From an optimization exercise on the open Yosys and OpenROAD flow, aimed at a short achievable clock period and few clock cycles; shortcuts taken in it are not production practice.
RTL that was checked went through simulation tests only; none was proved equivalent to the original.
Power and IR drop assume default switching activity.

Setup of birch:
## aaf_compositor
module aaf_compositor (
    input  wire        clk,
    input  wire        rst,
    input  wire        start,
    input  wire [1:0]  cmd,
    input  wire [1:0]  depth,         
    input  wire        swap,
    input  wire        mirror_en,
    input  wire [7:0]  pal_idx,
    input  wire [15:0] width,
    input  wire [15:0] rows,
    input  wire [15:0] obj_x,         
    input  wire [15:0] blk_y,         
    input  wire [15:0] dest_x,        
    input  wire [15:0] dest_y,        
    input  wire [15:0] dest_stride,
    input  wire [15:0] dest_rows,
    input  wire [15:0] clip_x0,       
    input  wire [15:0] clip_y0,       
    input  wire [15:0] clip_x1,       
    input  wire [15:0] clip_y1,       
    input  wire [15:0] mirror_ofs,    
    input  wire [31:0] pal_addr,
    input  wire [31:0] dbuf_addr,
    input  wire [31:0] dest_addr,
    output wire        ready,
    output reg         done,
    output reg  [3:0]  status,
    output reg  [31:0] r0,
    output reg  [31:0] r1,
    output reg  [31:0] r2,
    output wire        mem_req,
    output wire        mem_we,
    output wire [31:0] mem_addr,
    output wire [31:0] mem_wdata,
    output wire [3:0]  mem_wstrb,
    input  wire [31:0] mem_rdata,
    input  wire        mem_ack
);
export LEC_CHECK = 0
export ABC_CLOCK_PERIOD_IN_PS = 4000
export CAP_MARGIN = 20
export CORE_MARGIN = 2
export CORE_UTILIZATION = 40
export PLACE_DENSITY = 0.55
export SETUP_SLACK_MARGIN = 5
export SLEW_MARGIN = 20
export SYNTH_MEMORY_MAX_BITS = 8192
create_clock -name core_clock -period 12.0 [get_ports {clk}]
standard.sh (not shown) runs the stock make flow with config.mk's settings and CLKGATE_MAP_FILE= SYNTH_SCRIPT=/design/flow/synth_recipe.tcl, a recipe that flattens the netlist after the stock synthesis.
==> flow/flow/run.sh <==
#!/bin/bash
set -euo pipefail
MARGIN=${MARGIN:-8.5}
sed "s/SETUP_SLACK_MARGIN=[^ ]*/SETUP_SLACK_MARGIN=${MARGIN}/" standard.sh > standard_margin.sh
grep -q "SETUP_SLACK_MARGIN=${MARGIN}" standard_margin.sh
bash standard_margin.sh > make_flow.log 2>&1
Testbench counts of birch, summed over its fixed seeds: cycles 48,730.
Changes in maple relative to birch:
diff --git a/flow/design.v b/flow/design.v
--- a/flow/design.v
+++ b/flow/design.v
@@ -212,20 +212,21 @@
     wire [2:0]  x_npos0   = (p_depth == 2'd0) ? {x_nfalo, sxa[0]} :
                             (p_depth == 2'd1) ? {1'b0, x_nfalo} : {2'b0, x_nfalo[1]};
     wire signed [20:0] x_ks  = {4'd0, x_k};
     wire signed [20:0] x_ks1 = {4'd0, x_k} + 21'sd1;
     wire        x_mva     = (x_ks >= klo) && (x_ks <= khi);
     wire        x_mvb     = (x_ks1 >= klo) && (x_ks1 <= khi);
     reg        d_v, d_cnt2, d_first, d_last, d_cl, d_mva, d_mvb;
     reg [15:0] d_a, d_b;
     reg        l_v, l_cnt2, l_first, l_last, l_cl, l_mva, l_mvb;
     reg [15:0] l_a, l_b;
+    reg [255:0] l_oha, l_ohb;
     function [255:0] dec256(input [7:0] ix);
         begin
             dec256 = 256'd0;
             dec256[ix] = 1'b1;
         end
     endfunction
     reg        s_v, s_cnt2, s_first, s_last, s_cl, s_mva, s_mvb, s_ma, s_mb, s_abeq;
     reg [15:0] s_a, s_b;
     reg [29:0] s_pa, s_pb;    
     reg [3:0]  s_issued;      
@@ -235,22 +236,31 @@
     reg        a_v, a_cnt2, a_first, a_last, a_cl, a_mva, a_mvb;
     reg [15:0] a_a, a_b;
     reg [3:0]  a_tag;
     reg [30:0] w_h, w_m, w_rowh, w_rowm;    
     reg        c_v, c_mv;                   
     reg [15:0] c_col;
     wire [3:0]  a_tagd = pc_cnt - a_tag;
     wire        a_tagok = !a_tagd[3];
     wire        a_fwa  = cq_s && (cq_idx == a_a[7:0]);
     wire        a_fwb  = cq_s && (cq_idx == a_b[7:0]);
-    wire [15:0] a_lka = cache_color[a_a[7:0]];
-    wire [15:0] a_lkb = cache_color[a_b[7:0]];
+    reg  [255:0] a_oha, a_ohb;
+    reg  [15:0] a_lka, a_lkb;
+    integer j;
+    always @(*) begin
+        a_lka = 16'd0;
+        a_lkb = 16'd0;
+        for (j = 0; j < 256; j = j + 1) begin
+            a_lka = a_lka | ({16{a_oha[j]}} & cache_color[j]);
+            a_lkb = a_lkb | ({16{a_ohb[j]}} & cache_color[j]);
+        end
+    end
     wire [15:0] a_ca   = !isidx ? a_a : a_fwa ? rq_result : a_lka;
     wire [15:0] a_cb   = !isidx ? a_b : a_fwb ? rq_result : a_lkb;
     reg        m_v, m_cl, m_cnt2, m_m1en, m_m2en;
     reg [29:0] m_paddr, m_m1addr, m_m2addr;
     reg [31:0] m_pdata, m_m1data, m_m2data;
     reg [3:0]  m_pstrb, m_m1strb, m_m2strb;
     reg        k_v, k_cl, k_cnt2, k_m1en, k_m2en;
     reg [29:0] k_paddr, k_m1addr, k_m2addr;
     reg [31:0] k_pdata, k_m1data, k_m2data;
     reg [3:0]  k_pstrb, k_m1strb, k_m2strb;
@@ -306,22 +316,22 @@
     wire l_go   = l_v && s_free;
     wire l_free = !l_v || l_go;
     wire d_go   = d_v && l_free;
     wire d_free = !d_v || d_go;
     wire x_go   = x_act && d_free && x_have;
     wire [1:0] x_popn = !x_rowend ? {1'b0, x_adv} :
                        (!x_lastrow && x_sh) ? {1'b0, x_adv} :
                        ({1'b0, x_adv} + {1'b0, (x_pafter != 4'd0)});
     wire [3:0] fcnt_in  = fcnt + {3'd0, cq_v && cq_kind == K_F};
     wire [3:0] fused_in = f_used + {3'd0, push_f || (qspace && z_want)};
-    wire l_va = cache_valid[l_a[7:0]];
-    wire l_vb = cache_valid[l_b[7:0]];
+    wire l_va = |(l_oha & cache_valid);
+    wire l_vb = |(l_ohb & cache_valid);
     wire l_ma = isidx && !l_va && !(push_s && s_ridx == l_a[7:0]);
     wire l_mb = isidx && l_cnt2 && !l_vb && !(push_s && s_ridx == l_b[7:0]);
     wire [30:0] pl_h = a_first ? w_rowh : w_h;
     wire [30:0] pl_m = a_first ? w_rowm : w_m;
     wire        pl_flush = a_last || slow;
     wire [3:0]  pl_pstrb = a_cnt2 ? 4'b1111 : (pl_h[0] ? 4'b1100 : 4'b0011);
     wire [31:0] pl_pdata = a_cnt2 ? {a_cb, a_ca} : {a_ca, a_ca};
     reg  [3:0]  pl_m1strb, pl_m2strb;
     reg  [31:0] pl_m1data, pl_m2data;
     reg         pl_cv, pl_cmv;
@@ -674,20 +684,22 @@
                     x_falo  <= x_nfalo;
                 end
             end
             if (x_go)
                 d_v <= 1'b1;
             else if (d_go)
                 d_v <= 1'b0;
             if (d_go) begin
                 l_a     <= d_a;
                 l_b     <= d_b;
+                l_oha   <= dec256(d_a[7:0]);
+                l_ohb   <= dec256(d_b[7:0]);
                 l_cnt2  <= d_cnt2;
                 l_first <= d_first;
                 l_last  <= d_last;
                 l_cl    <= d_cl;
                 l_mva   <= d_mva;
                 l_mvb   <= d_mvb;
             end
             if (d_go)
                 l_v <= 1'b1;
             else if (l_go)
@@ -715,20 +727,22 @@
             end else begin
                 s_ma <= s_ma2;
                 s_mb <= s_mb2;
                 if (s_pass)
                     s_v <= 1'b0;
             end
             if (s_pass) begin
                 a_v     <= 1'b1;
                 a_a     <= s_a;
                 a_b     <= s_b;
+                a_oha   <= dec256(s_a[7:0]);
+                a_ohb   <= dec256(s_b[7:0]);
                 a_cnt2  <= s_cnt2;
                 a_first <= s_first;
                 a_last  <= s_last;
                 a_cl    <= s_cl;
                 a_mva   <= s_mva;
                 a_mvb   <= s_mvb;
                 a_tag   <= s_issued + {3'd0, push_s};
             end else if (a_pass)
                 a_v <= 1'b0;
             if (a_pass) begin
For maple, the flow was terminated by a tool error in global routing and produced no final design.
Against birch, number of sinks driven by the clock tree in maple rose by more than 10%.
Summary of maple over birch: netlist area before placement increased 4.5%, complex-gate fraction of the synthesized area rose by 9.3 points, mean post-synth cell area fell 13%, post-place setup slack shrank by 290 ps.
Summary — multiplexer area fraction after synthesis, maple relative to birch: lower, by 17 points.
maple vs birch — count of flip-flops with a built-in enable after synthesis rose about 15%.
Row count (higher): maple
No functional check of the RTL was part of maple.


the reference run:
Another version of the RTL of aaf_compositor (not shown whole).
Size: ~7000 flip-flops, ~530 I/O pins, roughly 0.38 mm² of cells after synthesis.
Settings: LEC_CHECK=0, ABC_CLOCK_PERIOD_IN_PS=4000, CAP_MARGIN=20, CORE_MARGIN=2, CORE_UTILIZATION=40, PLACE_DENSITY=0.55, SETUP_SLACK_MARGIN=5, SLEW_MARGIN=20, SYNTH_MEMORY_MAX_BITS=8192; clock period 12.0 ns.
run.sh (not shown) runs the stock make flow with config.mk's settings and CLKGATE_MAP_FILE= SYNTH_SCRIPT=/design/flow/synth_recipe.tcl, a recipe that flattens the netlist after the stock synthesis.
Stock flow here: none of the scripts above is used.
diff inputs: the reference run => the trial run
--- a/flow/design.v
+++ b/flow/design.v
@@ -379,27 +379,27 @@
             s_issued    <= 4'd0;
             pc_cnt      <= 4'd0;
             a_v         <= 1'b0;
             c_v         <= 1'b0;
             m_v         <= 1'b0;
             k_v         <= 1'b0;
         end else begin
             done <= 1'b0;
             stp  <= {stp[4:1], 1'b0};
             if (ready_q) begin
-                p_ux1       <= $signed({{5{obj_x[15]}}, obj_x}) + $signed({5'd0, width}) - 21'sd1;
-                p_ux2       <= $signed({{5{dest_x[15]}}, dest_x}) + $signed({5'd0, dest_stride}) - 21'sd1;
-                p_uy1       <= $signed({{5{blk_y[15]}}, blk_y}) + $signed({5'd0, rows}) - 21'sd1;
-                p_uy2       <= $signed({{5{dest_y[15]}}, dest_y}) + $signed({5'd0, dest_rows}) - 21'sd1;
-                p_Ssum      <= $signed({{5{obj_x[15]}}, obj_x}) + $signed({{5{obj_x[15]}}, obj_x})
-                               + $signed({5'd0, width}) + $signed({5'd0, width})
-                               + $signed({{5{mirror_ofs[15]}}, mirror_ofs}) - 21'sd1;
+                p_ux1       <= ({{5{obj_x[15]}}, obj_x}) + ({5'd0, width}) - 21'sd1;
+                p_ux2       <= ({{5{dest_x[15]}}, dest_x}) + ({5'd0, dest_stride}) - 21'sd1;
+                p_uy1       <= ({{5{blk_y[15]}}, blk_y}) + ({5'd0, rows}) - 21'sd1;
+                p_uy2       <= ({{5{dest_y[15]}}, dest_y}) + ({5'd0, dest_rows}) - 21'sd1;
+                p_Ssum      <= ({{5{obj_x[15]}}, obj_x}) + ({{5{obj_x[15]}}, obj_x})
+                               + ({5'd0, width}) + ({5'd0, width})
+                               + ({{5{mirror_ofs[15]}}, mirror_ofs}) - 21'sd1;
                 p_d_cx0_ox  <= clip_x0 - obj_x;
                 p_d_dx0_ox  <= dest_x - obj_x;
                 p_d_cx0_dx0 <= clip_x0 - dest_x;
                 p_d_ox_dx0  <= obj_x - dest_x;
                 p_d_cy0_by1 <= clip_y0 - blk_y;
                 p_d_dy0_by1 <= dest_y - blk_y;
                 p_d_cy0_dy0 <= clip_y0 - dest_y;
                 p_d_by1_dy0 <= blk_y - dest_y;
                 p_d_cx1_ox  <= clip_x1 - obj_x;
                 p_d_ux2_ox  <= dest_x + dest_stride - 16'd1 - obj_x;
Results
The reference run -> the trial run: transition at the pin with the smallest max-transition slack delta 0, exact match. The reference run → the trial run: logic gate share of total power now sits at about the same level, share of synthesized cell area in and, or, nand and nor gates level. On clock edge transition at the registers on the reported setup and hold paths, the trial run and the reference run are neck and neck. From the reference run to the trial run, die area did not move at all. Comparing the trial run against the reference run, there is no change at all in post-route worst setup slack. The trial run -> the reference run: met2 wire length flat. ~same power density over the cells in the trial run and the reference run.
Testbench counts of the trial run, summed over its fixed seeds: cycles 48,710.
No functional check of the RTL was part of the reference run.

separate check: timing with driven ports:
How much do the figures lean on ideal ports? The routed layouts below were timed once more, with nothing changed but the port constraints.
Step 1: set_driving_cell puts a clkbuf_16 on clk and a buf_2 on each other input, an assumption about the parent block.
Step 2 adds t to the input delays and takes it off the output delays; t is the mean of the earliest and latest rising clock arrival at the registers after step 1. Input paths then give back, and output paths get back, about the clock's delay inside the block.
Three values: ideal, step 1, step 2; two values: the first two.
run | t (ns) | slack for setup (ns) | cell pins on the clock port's net
birch | 1.256 | 6.907 / 6.907 / 6.182 | 1
the reference run | 1.216 | 5.294 / 5.358 / 4.193 | 1
the trial run | 1.216 | 5.294 / 5.358 / 4.193 | 1
After both steps setup and hold are still met in every run listed.
